Background: an optimization exercise with open tools, aiming at small area, a short achievable clock period and few clock cycles per item. Do not read the settings as production practice. Only simulation tests tie the RTL to the original design; equivalence was not proved.

## north
## lfo_tick
module lfo_tick (
    input  wire        clk,
    input  wire        rst,
    input  wire        cmd_valid,
    output wire        cmd_ready,
    input  wire [1:0]  cmd_op,
    input  wire [31:0] cmd_arg,
    input  wire [31:0] cmd_x0,
    input  wire [31:0] cmd_x1,
    output reg         res_valid,
    output reg  [31:0] res_y0,
    output reg  [31:0] res_y1,
    output reg  [31:0] res_mult,
    output reg  [31:0] res_sins,
    output reg  [31:0] res_phase
);
    localparam [1:0] OP_TICK  = 2'd0;
    localparam [1:0] OP_PINC  = 2'd1;
    localparam [1:0] OP_PHASE = 2'd2;
    localparam [31:0] ONE_F      = 32'h3F800000;
    localparam [30:0] TWO_PI_M   = 31'h40C90FDB;
    localparam [31:0] QNAN       = 32'h7FC00000;
    localparam [2:0] P_IDLE = 3'd0;    
    localparam [2:0] P_WAIT = 3'd1;    
    localparam [2:0] P_G1   = 3'd2;    
    localparam [2:0] P_G2   = 3'd3;    
    localparam [2:0] P_G3   = 3'd4;    
    localparam [2:0] P_AL   = 3'd5;    
    reg  [2:0]  pst;
    reg         rdy;
    assign cmd_ready = rdy;
    wire go      = cmd_valid & rdy;
    wire go_tick = go & (cmd_op == OP_TICK);
    reg  [2:0]  pst_n;
    always @(posedge clk) begin
        if (rst) rdy <= 1'b1;
        else     rdy <= (pst_n == P_IDLE);
    end
    reg  [31:0] phase, pinc;
    reg  [25:0] par;       
    reg         pst_k;     
    reg         pswp;      
    reg         pok;       
    wire [31:0] pf_y;
    wire [1:0]  pf_k;
    wire        pf_ge, pf_ovf;
    lfo_pfast u_pf (.a(pswp ? pinc : phase), .ar(par), .st(pst_k), .y(pf_y), .k(pf_k), .ge(pf_ge), .ovf(pf_ovf));
    reg         pwr;
    wire [31:0] omg_w;
  ...
Settings: LEC_CHECK=0, ABC_AREA=1, CAP_MARGIN=20, CORE_MARGIN=2, CORE_UTILIZATION=30, CTS_CLUSTER_DIAMETER=80, CTS_CLUSTER_SIZE=30, SLEW_MARGIN=20, SYNTH_MEMORY_MAX_BITS=65536, TNS_END_PERCENT=30; clock period 24.0 ns.
standard.sh (not shown) runs the stock make flow with config.mk's settings and CLKGATE_MAP_FILE= SYNTH_SCRIPT=/design/flow/synth_recipe.tcl, a recipe that flattens the netlist after the stock synthesis.
==> flow/flow/run.sh <==
#!/bin/bash
set -euo pipefail
MARGIN=$(cat flow/margin.txt)
EXTRA=""
if [[ -f flow/extra.txt ]]; then EXTRA=$(cat flow/extra.txt); fi
bash standard.sh SETUP_SLACK_MARGIN=$MARGIN $EXTRA finish > layout.log 2>&1
==> flow/flow/extra.txt <==
REMOVE_ABC_BUFFERS=1
==> flow/flow/margin.txt <==
17.7
Testbench counts of north, summed over its fixed seeds: cycles 4,306, items 4,096.
### north -> south
Settings: a deleted TNS_END_PERCENT that had been 30.
- Run comparison: south launching element of the worst setup path res_phase[24]; north launching element of the worst setup path rdy
- Where final hold slack is concerned, north is outperformed by south.
- When south is set beside north, its first-iteration DRC count turns out to be about 0.7% larger.
- On number of global-route vias before repair, north and south are neck and neck.
- north → south: largest clock skew in the final design shows no meaningful change; final design instance area without fill shows no meaningful change.
- ~same cts-stage hold buffer count in north and south
- south ends up with a total of plain and repair buffers excluding clock buffers that is 6 higher than in north.
- south vs. north: global-route usage was more or less identical, fraction of area in registers ~0 delta, initial antenna violation count picked up an extra 13%.

## v27
lfo_tick, a different RTL version from the one above (not shown whole).
Size in the first run: about 260 I/O pins, ~0.14 sq mm of cells after synthesis.
export LEC_CHECK = 0
export ABC_AREA = 1
export CAP_MARGIN = 20
export CORE_MARGIN = 2
export CORE_UTILIZATION = 30
export CTS_BUF_LIST = sky130_fd_sc_hd__clkbuf_4 sky130_fd_sc_hd__clkbuf_8 sky130_fd_sc_hd__clkbuf_16
export CTS_CLUSTER_DIAMETER = 80
export CTS_CLUSTER_SIZE = 30
export SLEW_MARGIN = 20
export SYNTH_MEMORY_MAX_BITS = 65536
create_clock -name core_clock -period 24.0 [get_ports {clk}]
Scripts as last shown in full above: flow/flow/run.sh, flow/flow/extra.txt, flow/flow/margin.txt
Testbench counts of v27, summed over its fixed seeds: cycles 4,250, items 4,096.
Changes in v4 relative to v27:
- CTS_CLUSTER_SIZE: 30 -> unset
- CTS_BUF_LIST: sky130_fd_sc_hd__clkbuf_4 sky130_fd_sc_hd__clkbuf_8 sky130_fd_sc_hd__clkbuf_16 -> unset
- CTS_CLUSTER_DIAMETER: 80 -> unset
==> flow/flow/margin.txt <==
17.3
removed: flow/flow/extra.txt
--- outcome ---
Min clock-cell share of area across v27 and v4: v27
Reported for v27 and v4, number of different library cells in the post-synthesis netlist turned out identical to the last digit.
v27 → v4: post-CTS repair timing setup buffer count shows a reduction of 39, post-synthesis register bit count shows no meaningful change.
v27 -> v4: boundary pin count delta 0, exact match
Worst reg-to-reg setup slack for v4 is lower than for v27.
Of v27 and v4, the lower post-synthesis to final-layout area growth belongs to v4.

[static timing again, ports no longer ideal]
No port has a modelled driver above. Below, the same layouts with a new extraction and two added sets of constraints.
Step 1 sets driving cells, clkbuf_16 on the clock port and buf_2 on the other inputs (assumed; they add their load-dependent delay and slew).
Step 2 adds t to the input delays and takes it off the output delays; t is the mean of the earliest and latest rising clock arrival at the registers after step 1. Input paths then give back, and output paths get back, about the clock's delay inside the block.
Three values: no drivers, after step 1, after step 2; two values: the first two.
run | shift t [ns] | slack for setup (ns) | worst hold slack (ns) | worst slew at a driven data input, ns | cell pins on the clock port's net
north | 0.999 | 17.629 / 17.524 / 16.822 | 0.295 / 0.295 / 0.295 | 0.10 | 1
south | 0.998 | 17.702 / 17.598 / 16.845 | 0.300 / 0.300 / 0.300 | 0.10 | 1
v27 | 1.077 | 17.650 / 17.524 / 17.529 | 0.282 / 0.282 / 0.282 | 0.08 | 1
v4 | 1.056 | 17.374 / 17.249 / 17.568 | 0.292 / 0.292 / 0.292 | 0.11 | 1
After both steps setup and hold are still met in every run listed. The setup slack of south, which loses most, moves by -0.104 ns with the drivers and by -0.857 ns with both steps.
